What follows belongs to an exercise in optimizing a design on an open flow for small area, a short achievable clock period and few clock cycles per item; a production flow would make more cautious choices.
Only simulation tests tie the RTL to the original design; equivalence was not proved.

==> build 6 <==
==> flow/design.v (excerpt) <==
module tone_biquad (
    input  wire         clk,
    input  wire         rst,
    input  wire         cmd_valid,
    output wire         cmd_ready,
    input  wire [1:0]   cmd_op,
    input  wire [159:0] cmd_data,
    output wire         y_valid,
    input  wire         y_ready,
    output wire [31:0]  y
);
==> module tone_biquad, before the edit <==
module tone_biquad (
    input  wire         clk,
    input  wire         rst,
    input  wire         cmd_valid,
    output wire         cmd_ready,
    input  wire [1:0]   cmd_op,
    input  wire [159:0] cmd_data,
    output wire         y_valid,
    input  wire         y_ready,
    output wire [31:0]  y
);
    localparam [31:0] C_03 = 32'h3E99_999A;
    function [23:0] pfx_add24;
        input [23:0] x, y;
        input        cin;
        reg   [23:0] g, p, g0, p0;
        integer l, i, j;
        begin
            g0 = x & y; p0 = x ^ y;
            g = g0; p = p0;
            g[0] = g0[0] | (p0[0] & cin);
            for (l = 0; l < 5; l = l + 1)
                for (i = 0; i < 24; i = i + 1)
                    if ((i >> l) & 1) begin
                        j = ((i >> l) << l) - 1;
                        g[i] = g[i] | (p[i] & g[j]);
                        p[i] = p[i] & p[j];
                    end
            pfx_add24 = p0 ^ {g[22:0], cin};
        end
    endfunction
    function [31:0] scl;
        input [31:0] v;
        input        k2;                
        reg   [7:0]  e;
        reg   [23:0] m, f1, f2;
        begin
            e  = v[30:23];
            m  = {|e, v[22:0]};
            f1 = pfx_add24({1'b0, m[23:1]}, 24'd0, m[0] & m[1]);
            f2 = pfx_add24({2'b00, m[23:2]}, 24'd0, m[1] & (m[0] | m[2]));
            if (&e)
                scl = v;
            else if (e > {6'd0, k2, ~k2})
                scl = {v[31], e - {6'd0, k2, ~k2}, v[22:0]};
            else if (k2 && e != 8'd2)
                scl = {v[31], 7'd0, f2};
            else
                scl = {v[31], 7'd0, f1};
        end
    endfunction
    function [31:0] dbl;
        input [31:0] v;
        begin
            if (&v[30:23])
                dbl = v;
            else if (v[30:23] == 8'd254)
                dbl = {v[31], 8'hFF, 23'd0};
            else if (v[30:23] == 8'd0)
                dbl = {v[31], v[29:0], 1'b0};
            else
                dbl = {v[31], v[30:23] + 8'd1, v[22:0]};
        end
    endfunction
    reg  [31:0] rS0, rS1, rS2, rS3, rG;
    always @(posedge clk) begin
        rS0 <= scl(cmd_data[31:0], 1'b1);
        rS1 <= scl(cmd_data[63:32], 1'b0);
        rS2 <= scl(cmd_data[95:64], 1'b1);
        rS3 <= cmd_data[127:96];
        rG  <= cmd_data[159:128];
    end
    reg  [6:0]  ph;             
    reg  [3:0]  v;
    reg         rdy, ex, ex_set;
    reg         yv, sv;
    reg  [31:0] yr, sk;
    reg  [31:0] b0, a1, a2, w1, w2, w3, xr;
    reg  [31:0] w1d;            
    wire        adv = ~sv;
    wire        start = ph[6] & cmd_valid & (cmd_op == 2'd0) & ~rdy;
    wire [6:0]  ph_n = adv ? {ph[5:0], ph[6]} : ph;
    wire [3:0]  v_n  = (adv & ph[6]) ? {v[2:0], start} : v;
    assign cmd_ready = rdy;
    assign y_valid   = yv;
    assign y         = yr;
    wire [31:0] ao, mo;
    reg  [31:0] ma_r, mb_r, ab_r;
    reg         mb_ao;              
    wire [31:0] aa = ph[0] ? rS0 : ph[6] ? xr : ao;
    wire [31:0] ab = ph[0] ? rS1 : (ph[1] | ph[4] | ph[6]) ? mo : ab_r;
    wire        asub = ph[1] | ph[6];
    wire [31:0] ma = ma_r;
    wire [31:0] mb = mb_ao ? ao : mb_r;
    always @(posedge clk) begin
        if (adv) begin
            ma_r <= ({32{ph_n[0]}} & b0) |
                    ({32{ph_n[1]}} & C_03) |
                    ({32{ph_n[3]}} & a1) |
                    ({32{ph_n[5]}} & a2) |
                    ({32{ph_n[6] | ph_n[2] | ph_n[4]}} & rG);
            mb_r <= ph_n[1] ? rS3 : ph_n[5] ? w2 : w1;
            mb_ao <= ph_n[0] | ph_n[6] | (ph_n[3] & v_n[2]);
            ab_r <= ph_n[2] ? rS2 : ph_n[3] ? w1d : w3;
        end
    end
    fp32_add u_add (.clk(clk), .en(adv), .a(aa), .b(ab), .sub(asub), .y(ao));
    fp32_mul u_mul (.clk(clk), .en(adv), .a(ma), .b(mb), .y(mo));
    wire        arr  = adv & v[3] & ph[3];           
    wire        take = yv & y_ready;
    always @(posedge clk) begin
        if (rst) begin
            ph <= 7'd1; v <= 4'd0;
            rdy <= 1'b0; ex <= 1'b0; ex_set <= 1'b0;
            yv <= 1'b0; sv <= 1'b0;
            b0 <= 32'd0; a1 <= 32'd0; a2 <= 32'd0;
            w1 <= 32'd0; w2 <= 32'd0; w1d <= 32'd0;
        end else begin
            ph <= ph_n;
            v  <= v_n;
            ex     <= ~rdy & cmd_valid & (cmd_op == 2'd1 || cmd_op == 2'd2) &
                      (v_n == 4'd0);
            ex_set <= cmd_op == 2'd1;
            rdy    <= (ph_n[5] & v_n[0]) |
                      (~rdy & cmd_valid & (cmd_op != 2'd0) &
                       ((cmd_op == 2'd3) | (v_n == 4'd0)));
            if (arr) begin
                if (~yv | take) begin
                    yr <= mo; yv <= 1'b1;
                end else begin
                    sk <= mo; sv <= 1'b1;
                end
            end else if (take) begin
                if (sv) begin
                    yr <= sk; sv <= 1'b0;
                end else begin
                    yv <= 1'b0;
                end
            end
            if (ex) begin
                w1 <= 32'd0; w2 <= 32'd0; w1d <= 32'd0;
                if (ex_set) begin
                    b0 <= cmd_data[31:0]; a1 <= cmd_data[63:32]; a2 <= cmd_data[95:64];
                end
            end else if (adv & v[2] & ph[3]) begin
                w1 <= ao; w2 <= w1; w1d <= dbl(ao);
            end
        end
    end
    always @(posedge clk) begin
        if (adv & v[2] & ph[3]) w3 <= w2;
        if (adv & v[1] & ph[2]) xr <= mo;
    end
endmodule
Settings: LEC_CHECK=0, ABC_AREA=1, CAP_MARGIN=20, CORE_MARGIN=2, CORE_UTILIZATION=40, SLEW_MARGIN=20; clock period 17.5 ns.
standard.sh (not shown) runs the stock make flow with config.mk's settings and CLKGATE_MAP_FILE= SYNTH_SCRIPT=/design/flow/synth_recipe.tcl, a recipe that flattens the netlist after the stock synthesis.
==> flow/flow/run.sh <==
#!/bin/bash
# Standard layout, with timing repair aiming at 12 ns of setup slack
# (a shorter achieved period) instead of 0. Constraints are unchanged.
set -euo pipefail
export SETUP_SLACK_MARGIN=12
bash standard.sh > standard.log 2>&1
==> inputs of build 75, as changes to build 6 <==
--- a/flow/design.v
+++ b/flow/design.v
@@ -11,35 +11,32 @@
     wire        a_inf  = (&ea) & ~(|a[22:0]);
     wire        b_inf  = (&eb) & ~(|b[22:0]);
     wire        a_zero = ~(|a[30:0]);
     wire        b_zero = ~(|b[30:0]);
     wire        ah = |ea, bh = |eb;
     wire [23:0] ma = {ah, a[22:0]};
     wire [23:0] mb = {bh, b[22:0]};
-    function [4:0] lzc32;
-        input [31:0] v;
-        reg   [4:0]  n;
-        reg   [31:0] t;
+    function [4:0] lzc24;
+        input [23:0] v;
+        integer k;
         begin
-            t = v; n = 5'd0;
-            if (t[31:16] == 16'd0) begin n[4] = 1'b1; t = {t[15:0], 16'd0}; end
-            if (t[31:24] == 8'd0)  begin n[3] = 1'b1; t = {t[23:0], 8'd0};  end
-            if (t[31:28] == 4'd0)  begin n[2] = 1'b1; t = {t[27:0], 4'd0};  end
-            if (t[31:30] == 2'd0)  begin n[1] = 1'b1; t = {t[29:0], 2'd0};  end
-            if (t[31] == 1'b0)     n[0] = 1'b1;
-            lzc32 = n;
+            lzc24 = 5'd24;
+            for (k = 0; k < 24; k = k + 1)
+                if (v[k]) lzc24 = 5'd23 - k[4:0];
         end
     endfunction
-    wire [4:0]  lz  = ~ah ? lzc32({ma, 8'hFF}) : ~bh ? lzc32({mb, 8'hFF}) : 5'd0;
+    wire [4:0]  lza = ah ? 5'd0 : lzc24(ma);
+    wire [4:0]  lzb = bh ? 5'd0 : lzc24(mb);
+    wire [5:0]  lz  = {1'b0, lza} + {1'b0, lzb};
     wire signed [10:0] es = $signed({3'b0, ea[7:1], ea[0] | ~ah}) +
                             $signed({3'b0, eb[7:1], eb[0] | ~bh}) - 11'sd127;
-    wire signed [10:0] e46 = es - $signed({6'b0, lz});
-    wire        nrm = es > $signed({6'b0, lz});       
-    wire signed [7:0]  sh  = nrm ? {3'b0, lz} :
-                             (es < -11'sd25) ? -8'sd25 : es[7:0];
+    wire signed [10:0] e46 = es - $signed({5'b0, lz});
+    wire        nrm = (e46 >= 11'sd1);
+    wire signed [10:0] sh0 = nrm ? $signed({5'b0, lz}) : es;
+    wire signed [7:0]  sh  = (sh0 < -11'sd25) ? -8'sd25 : sh0[7:0];
     wire        sy = a[31] ^ b[31];
     wire        snan = a_nan | b_nan | (a_inf & b_zero) | (b_inf & a_zero);
     wire        sinf = a_inf | b_inf;
     wire        szero = a_zero | b_zero;
     wire [47:0] rs, rc;
     mul24_rows u_rows (.a(ma), .b(mb), .s(rs), .c(rc));
     reg [47:0]  r1_s, r1_c;
@@ -53,53 +50,15 @@
         r1_e    <= e46[8:0];
         r1_nrm  <= nrm;
         r1_sy   <= sy;
         r1_nan  <= snan;
         r1_inf  <= sinf;
         r1_zero <= szero;
     end
-    function [47:0] pfx_add48;
-        input [47:0] x, y;
-        input        cin;
-        reg   [47:0] g, p, g0, p0;
-        integer l, i, j;
-        begin
-            g0 = x & y; p0 = x ^ y;
-            g = g0; p = p0;
-            g[0] = g0[0] | (p0[0] & cin);
-            for (l = 0; l < 6; l = l + 1)
-                for (i = 0; i < 48; i = i + 1)
-                    if ((i >> l) & 1) begin
-                        j = ((i >> l) << l) - 1;
-                        g[i] = g[i] | (p[i] & g[j]);
-                        p[i] = p[i] & p[j];
-                    end
-            pfx_add48 = p0 ^ {g[46:0], cin};
-        end
-    endfunction
-    function [30:0] pfx_add31;
-        input [30:0] x, y;
-        input        cin;
-        reg   [30:0] g, p, g0, p0;
-        integer l, i, j;
-        begin
-            g0 = x & y; p0 = x ^ y;
-            g = g0; p = p0;
-            g[0] = g0[0] | (p0[0] & cin);
-            for (l = 0; l < 5; l = l + 1)
-                for (i = 0; i < 31; i = i + 1)
-                    if ((i >> l) & 1) begin
-                        j = ((i >> l) << l) - 1;
-                        g[i] = g[i] | (p[i] & g[j]);
-                        p[i] = p[i] & p[j];
-                    end
-            pfx_add31 = p0 ^ {g[29:0], cin};
-        end
-    endfunction
-    wire [47:0] p    = pfx_add48(r1_s, r1_c, 1'b0);
+    wire [47:0] p    = r1_s + r1_c;
     wire [93:0] wide = {p, 46'd0};
     wire [6:0]  t    = 7'd46 - r1_sh[6:0];           
     wire [93:0] wsh  = wide >> t;
     wire [25:0] q    = wsh[47:22];
     wire signed [7:0] kb = 8'sd22 - $signed(r1_sh);
     wire [5:0]  k    = kb[7] ? 6'd0 : kb[5:0];       
     wire [47:0] lowm = ~(48'hFFFF_FFFF_FFFF << k);
@@ -120,15 +79,15 @@
     wire        c    = r2_q[25] | ~r2_nrm;
     wire [23:0] m    = c ? r2_q[25:2] : r2_q[24:1];
     wire        g    = c ? r2_q[1] : r2_q[0];
     wire        st   = c ? (r2_q[0] | r2_s22) : r2_s22;
     wire [8:0]  e    = r2_e + {8'd0, r2_q[25]};
     wire [30:0] mag  = r2_nrm ? {e[7:0], m[22:0]} : {7'd0, m};
     wire        rup  = g & (st | m[0]);
-    wire [30:0] magr = pfx_add31(mag, 31'd0, rup);
+    wire [30:0] magr = mag + {30'd0, rup};
     wire        ovf  = r2_nrm & (e >= 9'd255);
     wire [31:0] res = r2_nan  ? 32'h7FC0_0000 :
                       r2_inf  ? {r2_sy, 8'hFF, 23'd0} :
                       r2_zero ? {r2_sy, 31'd0} :
                       ovf     ? {r2_sy, 8'hFF, 23'd0} :
                       {r2_sy, magr};
     always @(posedge clk) if (en) y <= res;
@@ -1744,58 +1703,30 @@
     wire [7:0]  xa = {ea[7:1], ea[0] | ~ah};
     wire [7:0]  xb = {eb[7:1], eb[0] | ~bh};
     wire [23:0] ma = {ah, a[22:0]};
     wire [23:0] mb = {bh, b[22:0]};
     wire [8:0]  dab = {1'b0, xa} - {1'b0, xb};
     wire [7:0]  dba = xb - xa;
     wire        ge  = ~dab[8];                    
+    wire [7:0]  d   = ge ? dab[7:0] : dba;
     wire [23:0] mp  = ge ? ma : mb;
+    wire [23:0] mq  = ge ? mb : ma;
     wire [7:0]  xp  = ge ? xa : xb;
     wire        sp  = ge ? sa : sb;
     wire        sq  = ge ? sb : sa;
     wire        esub = sa ^ sb;
-    function [26:0] align;
-        input [23:0] m;
-        input [7:0]  d;
-        reg   [26:0] m0, ms;
-        reg          lost;
-        begin
-            m0   = {m, 3'b000};
-            ms   = m0 >> d[4:0];
-            lost = |(m0 & ~(27'h7FF_FFFF << d[4:0]));
-            if (|d[7:5])
-                align = {26'd0, |m};
-            else
-                align = {ms[26:1], ms[0] | lost};
-        end
-    endfunction
-    function [27:0] pfx_add;
-        input [27:0] x, y;
-        input        cin;
-        reg   [27:0] g, p, g0, p0;
-        integer l, i, j;
-        begin
-            g0 = x & y; p0 = x ^ y;
-            g = g0; p = p0;
-            g[0] = g0[0] | (p0[0] & cin);
-            for (l = 0; l < 5; l = l + 1)
-                for (i = 0; i < 28; i = i + 1)
-                    if ((i >> l) & 1) begin
-                        j = ((i >> l) << l) - 1;
-                        g[i] = g[i] | (p[i] & g[j]);
-                        p[i] = p[i] & p[j];
-                    end
-            pfx_add = p0 ^ {g[26:0], cin};
-        end
-    endfunction
-    wire [26:0] aq   = ge ? align(mb, dab[7:0]) : align(ma, dba);
+    wire [26:0] aq0  = {mq, 3'b000};
+    wire        big  = |d[7:5];
+    wire [26:0] aqs  = aq0 >> d[4:0];
+    wire        lost = big ? (|mq) : |(aq0 & ~(27'h7FF_FFFF << d[4:0]));
+    wire [26:0] aq   = big ? {26'd0, |mq} : {aqs[26:1], aqs[0] | lost};
     wire [26:0] ap   = {mp, 3'b000};
-    wire [27:0] s1   = pfx_add({1'b0, ap}, {1'b0, aq} ^ {28{esub}}, esub);
+    wire [27:0] s1   = esub ? ({1'b0, ap} - {1'b0, aq}) : ({1'b0, ap} + {1'b0, aq});
     wire [23:0] s2   = mb - ma;
-    wire        neg  = esub & (xa == xb) & (mb > ma);
+    wire        neg  = esub & s1[27];
     wire [27:0] s    = neg ? {1'b0, s2, 3'b000} : s1;
     wire        sr   = neg ? sq : sp;
     wire        snan = a_nan | b_nan | (a_inf & b_inf & esub);
     wire        sinf = a_inf | b_inf;
     wire        sinfs = a_inf ? sa : sb;
     reg [27:0]  r_s;
     reg [7:0]   r_xp;
@@ -1805,33 +1736,14 @@
         r_xp   <= xp;
         r_sr   <= sr;
         r_nan  <= snan;
         r_inf  <= sinf;
         r_infs <= sinfs;
         r_zs   <= sa & sb;
     end
-    function [30:0] pfx_add31;
-        input [30:0] x, y;
-        input        cin;
-        reg   [30:0] g, p, g0, p0;
-        integer l, i, j;
-        begin
-            g0 = x & y; p0 = x ^ y;
-            g = g0; p = p0;
-            g[0] = g0[0] | (p0[0] & cin);
-            for (l = 0; l < 5; l = l + 1)
-                for (i = 0; i < 31; i = i + 1)
-                    if ((i >> l) & 1) begin
-                        j = ((i >> l) << l) - 1;
-                        g[i] = g[i] | (p[i] & g[j]);
-                        p[i] = p[i] & p[j];
-                    end
-            pfx_add31 = p0 ^ {g[29:0], cin};
-        end
-    endfunction
     wire [7:0]  xm1  = r_xp - 8'd1;
     wire [31:0] mk   = (xm1 < 8'd27) ? (32'h0400_0000 >> xm1[4:0]) : 32'd0;
     wire [31:0] zv   = {r_s[26:0] | mk[26:0], 5'b11111};
     function [4:0] lzc32;
         input [31:0] v;
         reg   [4:0]  n;
         reg   [31:0] t;
@@ -1847,15 +1759,15 @@
     endfunction
     wire [4:0]  lsh  = lzc32(zv);
     wire [26:0] sl   = r_s[26:0] << lsh;
     wire [26:0] sn   = r_s[27] ? {r_s[27:2], r_s[1] | r_s[0]} : sl;
     wire [8:0]  en_  = r_s[27] ? ({1'b0, r_xp} + 9'd1) : ({1'b0, r_xp} - {4'd0, lsh});
     wire [7:0]  ef   = sn[26] ? en_[7:0] : 8'd0;
     wire        rup  = sn[2] & (sn[1] | sn[0] | sn[3]);
-    wire [30:0] magr = pfx_add31({ef, sn[25:3]}, 31'd0, rup);
+    wire [30:0] magr = {ef, sn[25:3]} + {30'd0, rup};
     wire [31:0] res = r_nan ? 32'h7FC0_0000 :
                       r_inf ? {r_infs, 8'hFF, 23'd0} :
                       (r_s == 28'd0) ? {r_zs, 31'd0} :
                       (en_ >= 9'd255) ? {r_sr, 8'hFF, 23'd0} :
                       {r_sr, magr};
     always @(posedge clk) if (en) y <= res;
 endmodule
@@ -1867,51 +1779,35 @@
     input  wire [1:0]   cmd_op,
     input  wire [159:0] cmd_data,
     output wire         y_valid,
     input  wire         y_ready,
     output wire [31:0]  y
 );
     localparam [31:0] C_03 = 32'h3E99_999A;
-    function [23:0] pfx_add24;
-        input [23:0] x, y;
-        input        cin;
-        reg   [23:0] g, p, g0, p0;
-        integer l, i, j;
-        begin
-            g0 = x & y; p0 = x ^ y;
-            g = g0; p = p0;
-            g[0] = g0[0] | (p0[0] & cin);
-            for (l = 0; l < 5; l = l + 1)
-                for (i = 0; i < 24; i = i + 1)
-                    if ((i >> l) & 1) begin
-                        j = ((i >> l) << l) - 1;
-                        g[i] = g[i] | (p[i] & g[j]);
-                        p[i] = p[i] & p[j];
-                    end
-            pfx_add24 = p0 ^ {g[22:0], cin};
-        end
-    endfunction
     function [31:0] scl;
         input [31:0] v;
         input        k2;                
         reg   [7:0]  e;
-        reg   [23:0] m, f1, f2;
+        reg   [23:0] m, f;
+        reg          g, st;
+        reg   [1:0]  sh;
         begin
-            e  = v[30:23];
-            m  = {|e, v[22:0]};
-            f1 = pfx_add24({1'b0, m[23:1]}, 24'd0, m[0] & m[1]);
-            f2 = pfx_add24({2'b00, m[23:2]}, 24'd0, m[1] & (m[0] | m[2]));
+            e = v[30:23];
+            m = {|e, v[22:0]};
+            sh = (k2 && e != 8'd2) ? 2'd2 : 2'd1;
+            f  = (sh == 2'd2) ? {2'b00, m[23:2]} : {1'b0, m[23:1]};
+            g  = (sh == 2'd2) ? m[1] : m[0];
+            st = (sh == 2'd2) ? m[0] : 1'b0;
+            f  = f + {23'd0, g & (st | f[0])};
             if (&e)
                 scl = v;
             else if (e > {6'd0, k2, ~k2})
                 scl = {v[31], e - {6'd0, k2, ~k2}, v[22:0]};
-            else if (k2 && e != 8'd2)
-                scl = {v[31], 7'd0, f2};
             else
-                scl = {v[31], 7'd0, f1};
+                scl = {v[31], 7'd0, f};
         end
     endfunction
     function [31:0] dbl;
         input [31:0] v;
         begin
             if (&v[30:23])
                 dbl = v;
@@ -1933,53 +1829,46 @@
     end
     reg  [6:0]  ph;             
     reg  [3:0]  v;
     reg         rdy, ex, ex_set;
     reg         yv, sv;
     reg  [31:0] yr, sk;
     reg  [31:0] b0, a1, a2, w1, w2, w3, xr;
-    reg  [31:0] w1d;            
     wire        adv = ~sv;
     wire        start = ph[6] & cmd_valid & (cmd_op == 2'd0) & ~rdy;
     wire [6:0]  ph_n = adv ? {ph[5:0], ph[6]} : ph;
     wire [3:0]  v_n  = (adv & ph[6]) ? {v[2:0], start} : v;
     assign cmd_ready = rdy;
     assign y_valid   = yv;
     assign y         = yr;
     wire [31:0] ao, mo;
-    reg  [31:0] ma_r, mb_r, ab_r;
-    reg         mb_ao;              
     wire [31:0] aa = ph[0] ? rS0 : ph[6] ? xr : ao;
-    wire [31:0] ab = ph[0] ? rS1 : (ph[1] | ph[4] | ph[6]) ? mo : ab_r;
+    wire [31:0] ab = ({32{ph[0]}} & rS1) |
+                     ({32{ph[1] | ph[4] | ph[6]}} & mo) |
+                     ({32{ph[2]}} & rS2) |
+                     ({32{ph[3]}} & dbl(w1)) |
+                     ({32{ph[5]}} & w3);
     wire        asub = ph[1] | ph[6];
-    wire [31:0] ma = ma_r;
-    wire [31:0] mb = mb_ao ? ao : mb_r;
-    always @(posedge clk) begin
-        if (adv) begin
-            ma_r <= ({32{ph_n[0]}} & b0) |
-                    ({32{ph_n[1]}} & C_03) |
-                    ({32{ph_n[3]}} & a1) |
-                    ({32{ph_n[5]}} & a2) |
-                    ({32{ph_n[6] | ph_n[2] | ph_n[4]}} & rG);
-            mb_r <= ph_n[1] ? rS3 : ph_n[5] ? w2 : w1;
-            mb_ao <= ph_n[0] | ph_n[6] | (ph_n[3] & v_n[2]);
-            ab_r <= ph_n[2] ? rS2 : ph_n[3] ? w1d : w3;
-        end
-    end
+    wire [31:0] ma = ({32{ph[0]}} & b0) |
+                     ({32{ph[1]}} & C_03) |
+                     ({32{ph[3]}} & a1) |
+                     ({32{ph[5]}} & a2) |
+                     ({32{ph[6] | ph[2] | ph[4]}} & rG);
+    wire [31:0] mb = ph[1] ? rS3 : ph[5] ? w2 : (ph[3] & ~v[2]) ? w1 : ao;
     fp32_add u_add (.clk(clk), .en(adv), .a(aa), .b(ab), .sub(asub), .y(ao));
     fp32_mul u_mul (.clk(clk), .en(adv), .a(ma), .b(mb), .y(mo));
     wire        arr  = adv & v[3] & ph[3];           
     wire        take = yv & y_ready;
     always @(posedge clk) begin
         if (rst) begin
             ph <= 7'd1; v <= 4'd0;
             rdy <= 1'b0; ex <= 1'b0; ex_set <= 1'b0;
             yv <= 1'b0; sv <= 1'b0;
             b0 <= 32'd0; a1 <= 32'd0; a2 <= 32'd0;
-            w1 <= 32'd0; w2 <= 32'd0; w1d <= 32'd0;
+            w1 <= 32'd0; w2 <= 32'd0;
         end else begin
             ph <= ph_n;
             v  <= v_n;
             ex     <= ~rdy & cmd_valid & (cmd_op == 2'd1 || cmd_op == 2'd2) &
                       (v_n == 4'd0);
             ex_set <= cmd_op == 2'd1;
             rdy    <= (ph_n[5] & v_n[0]) |
@@ -1995,20 +1884,20 @@
                 if (sv) begin
                     yr <= sk; sv <= 1'b0;
                 end else begin
                     yv <= 1'b0;
                 end
             end
             if (ex) begin
-                w1 <= 32'd0; w2 <= 32'd0; w1d <= 32'd0;
+                w1 <= 32'd0; w2 <= 32'd0;
                 if (ex_set) begin
                     b0 <= cmd_data[31:0]; a1 <= cmd_data[63:32]; a2 <= cmd_data[95:64];
                 end
             end else if (adv & v[2] & ph[3]) begin
-                w1 <= ao; w2 <= w1; w1d <= dbl(ao);
+                w1 <= ao; w2 <= w1;
             end
         end
     end
     always @(posedge clk) begin
         if (adv & v[2] & ph[3]) w3 <= w2;
         if (adv & v[1] & ph[2]) xr <= mo;
     end
==> flow/run.sh (new file) <==
#!/bin/bash
# synth_recipe.tcl (not shown) runs the flow's synth.tcl, then flattens the netlist and writes it again
# the make line also repeats each setting of config.mk as NAME=value (left out here)
make -C /OpenROAD-flow-scripts/flow DESIGN_CONFIG=/design/flow/config.mk WORK_HOME=/design/flow/orfs CLKGATE_MAP_FILE= SYNTH_SCRIPT=/design/flow/synth_recipe.tcl finish
ABC_AREA = default   (was 1)
removed: flow/flow/run.sh
removed: flow/standard.sh
==> inputs of build 7, as changes to build 6 <==
--- a/flow/design.v
+++ b/flow/design.v
@@ -1942,33 +1942,27 @@
     wire        start = ph[6] & cmd_valid & (cmd_op == 2'd0) & ~rdy;
     wire [6:0]  ph_n = adv ? {ph[5:0], ph[6]} : ph;
     wire [3:0]  v_n  = (adv & ph[6]) ? {v[2:0], start} : v;
     assign cmd_ready = rdy;
     assign y_valid   = yv;
     assign y         = yr;
     wire [31:0] ao, mo;
-    reg  [31:0] ma_r, mb_r, ab_r;
-    reg         mb_ao;              
     wire [31:0] aa = ph[0] ? rS0 : ph[6] ? xr : ao;
-    wire [31:0] ab = ph[0] ? rS1 : (ph[1] | ph[4] | ph[6]) ? mo : ab_r;
+    wire [31:0] ab = ({32{ph[0]}} & rS1) |
+                     ({32{ph[1] | ph[4] | ph[6]}} & mo) |
+                     ({32{ph[2]}} & rS2) |
+                     ({32{ph[3]}} & w1d) |
+                     ({32{ph[5]}} & w3);
     wire        asub = ph[1] | ph[6];
-    wire [31:0] ma = ma_r;
-    wire [31:0] mb = mb_ao ? ao : mb_r;
-    always @(posedge clk) begin
-        if (adv) begin
-            ma_r <= ({32{ph_n[0]}} & b0) |
-                    ({32{ph_n[1]}} & C_03) |
-                    ({32{ph_n[3]}} & a1) |
-                    ({32{ph_n[5]}} & a2) |
-                    ({32{ph_n[6] | ph_n[2] | ph_n[4]}} & rG);
-            mb_r <= ph_n[1] ? rS3 : ph_n[5] ? w2 : w1;
-            mb_ao <= ph_n[0] | ph_n[6] | (ph_n[3] & v_n[2]);
-            ab_r <= ph_n[2] ? rS2 : ph_n[3] ? w1d : w3;
-        end
-    end
+    wire [31:0] ma = ({32{ph[0]}} & b0) |
+                     ({32{ph[1]}} & C_03) |
+                     ({32{ph[3]}} & a1) |
+                     ({32{ph[5]}} & a2) |
+                     ({32{ph[6] | ph[2] | ph[4]}} & rG);
+    wire [31:0] mb = ph[1] ? rS3 : ph[5] ? w2 : (ph[3] & ~v[2]) ? w1 : ao;
     fp32_add u_add (.clk(clk), .en(adv), .a(aa), .b(ab), .sub(asub), .y(ao));
     fp32_mul u_mul (.clk(clk), .en(adv), .a(ma), .b(mb), .y(mo));
     wire        arr  = adv & v[3] & ph[3];           
     wire        take = yv & y_ready;
     always @(posedge clk) begin
         if (rst) begin
             ph <= 7'd1; v <= 4'd0;
==> flow/flow/run.sh (replaced) <==
#!/bin/bash
# Standard layout, with timing repair aiming at 11 ns of setup slack
# (a shorter achieved period) instead of 0. Constraints are unchanged.
set -euo pipefail
export SETUP_SLACK_MARGIN=11
bash standard.sh > standard.log 2>&1
CORE_UTILIZATION = 55   (was 40)
==> comparison table <==
metric	build 75	build 6	build 7
Outcome	timing/DRC/antenna clean	timing/DRC/antenna clean	timing/DRC/antenna clean
Remaining max-slew budget at the tightest pin	28.6%	15.5%	12.9%
Placement-stage cell area	0.0697 sq mm	0.0712 sq mm	0.0667 sq mm
Aggregate global-route resource usage	32.3%	33.2%	43.5%
Worst setup margin	6030 ps	11060 ps	10840 ps
Wire length of the first global-routing pass	399000 um	414000 um	379000 um
Hold Crit Endpoint	u_mul.r2_e[8]	u_mul.r2_e[8]	u_mul.r2_zero
Starting DRC count in detailed routing	6702	7704	9288
Via count of the first global-routing pass	58600	61700	59400
Complex-gate fraction of the synthesized area	17.9%	13.3%	14.3%
Area occupied by multi-input gates	0.0422 sq mm	0.0422 sq mm	0.0394 sq mm
Post-synthesis instance area	0.0653 sq mm	0.0666 sq mm	0.0633 sq mm
Post-detailed-placement half-perimeter wirelength	214000 um	212000 um	195000 um
Share of cells above drive strength 1	7.04%	19.2%	9.88%
Final net count	8718	10100	9535
Fraction of the mapped netlist area in adder cells	19.0%	19.0%	20.0%
Measured slew at the worst slew-check pin	1060 ps	1250 ps	1310 ps
Met2 global-route usage	54.0%	48.5%	63.2%
Post-synthesis mux area share	4.60%	0.472%	0.496%
Number of multi-input combinational cells in the layout	5869	6086	5979
Worst hold slack after final layout	419 ps	419 ps	419 ps
Global-route met1 utilization	39.3%	46.2%	58.1%
Final non-clock buffer share	4.51%	10.1%	6.76%
Number of well taps	2175	2189	1512
Setup repair after global routing missed its margin	false	true	true
Endpoint of the most critical register-to-register path	u_add.r_s[6]	u_add.r_s[16]	u_add.r_s[17]
Testbench counts of build 6, summed over its fixed seeds: cycles 14,544, items 2,048.
Testbench counts of build 75, summed over its fixed seeds: cycles 14,544, items 2,048.
Testbench counts of build 7, summed over its fixed seeds: cycles 14,544, items 2,048.

what the ideal ports hide:
How much do the figures lean on ideal ports? The routed layouts below were timed once more, with nothing changed but the port constraints.
Step 1, drivers: a clkbuf_16 drives clk and a buf_2 each remaining input, both assumed.
Step 2 also shifts input and output timing later by t, the mid clock arrival at the registers, as if the neighbouring blocks saw the same clock.
Three values: ideal, step 1, step 2; two values: the first two.
| run | t, ns | slack for setup (ns) | hold WS [ns] | worst slew at a driven data input, ns | cell pins on the clock port's net |
|---|---|---|---|---|---|
| build 6 | 0.779 | 11.064 / 11.064 / 11.064 | 0.419 / 0.419 / 0.419 | 0.08 | 1 |
| build 75 | 0.776 | 6.029 / 6.029 / 6.029 | 0.419 / 0.419 / 0.419 | 0.15 | 1 |
| build 7 | 0.761 | 10.838 / 10.838 / 10.505 | 0.419 / 0.419 / 0.419 | 0.08 | 1 |
After both steps setup and hold are still met in every run listed. For build 7, which loses most, drivers alone change the setup slack by 0.000 ns; drivers and shift together by -0.333 ns.
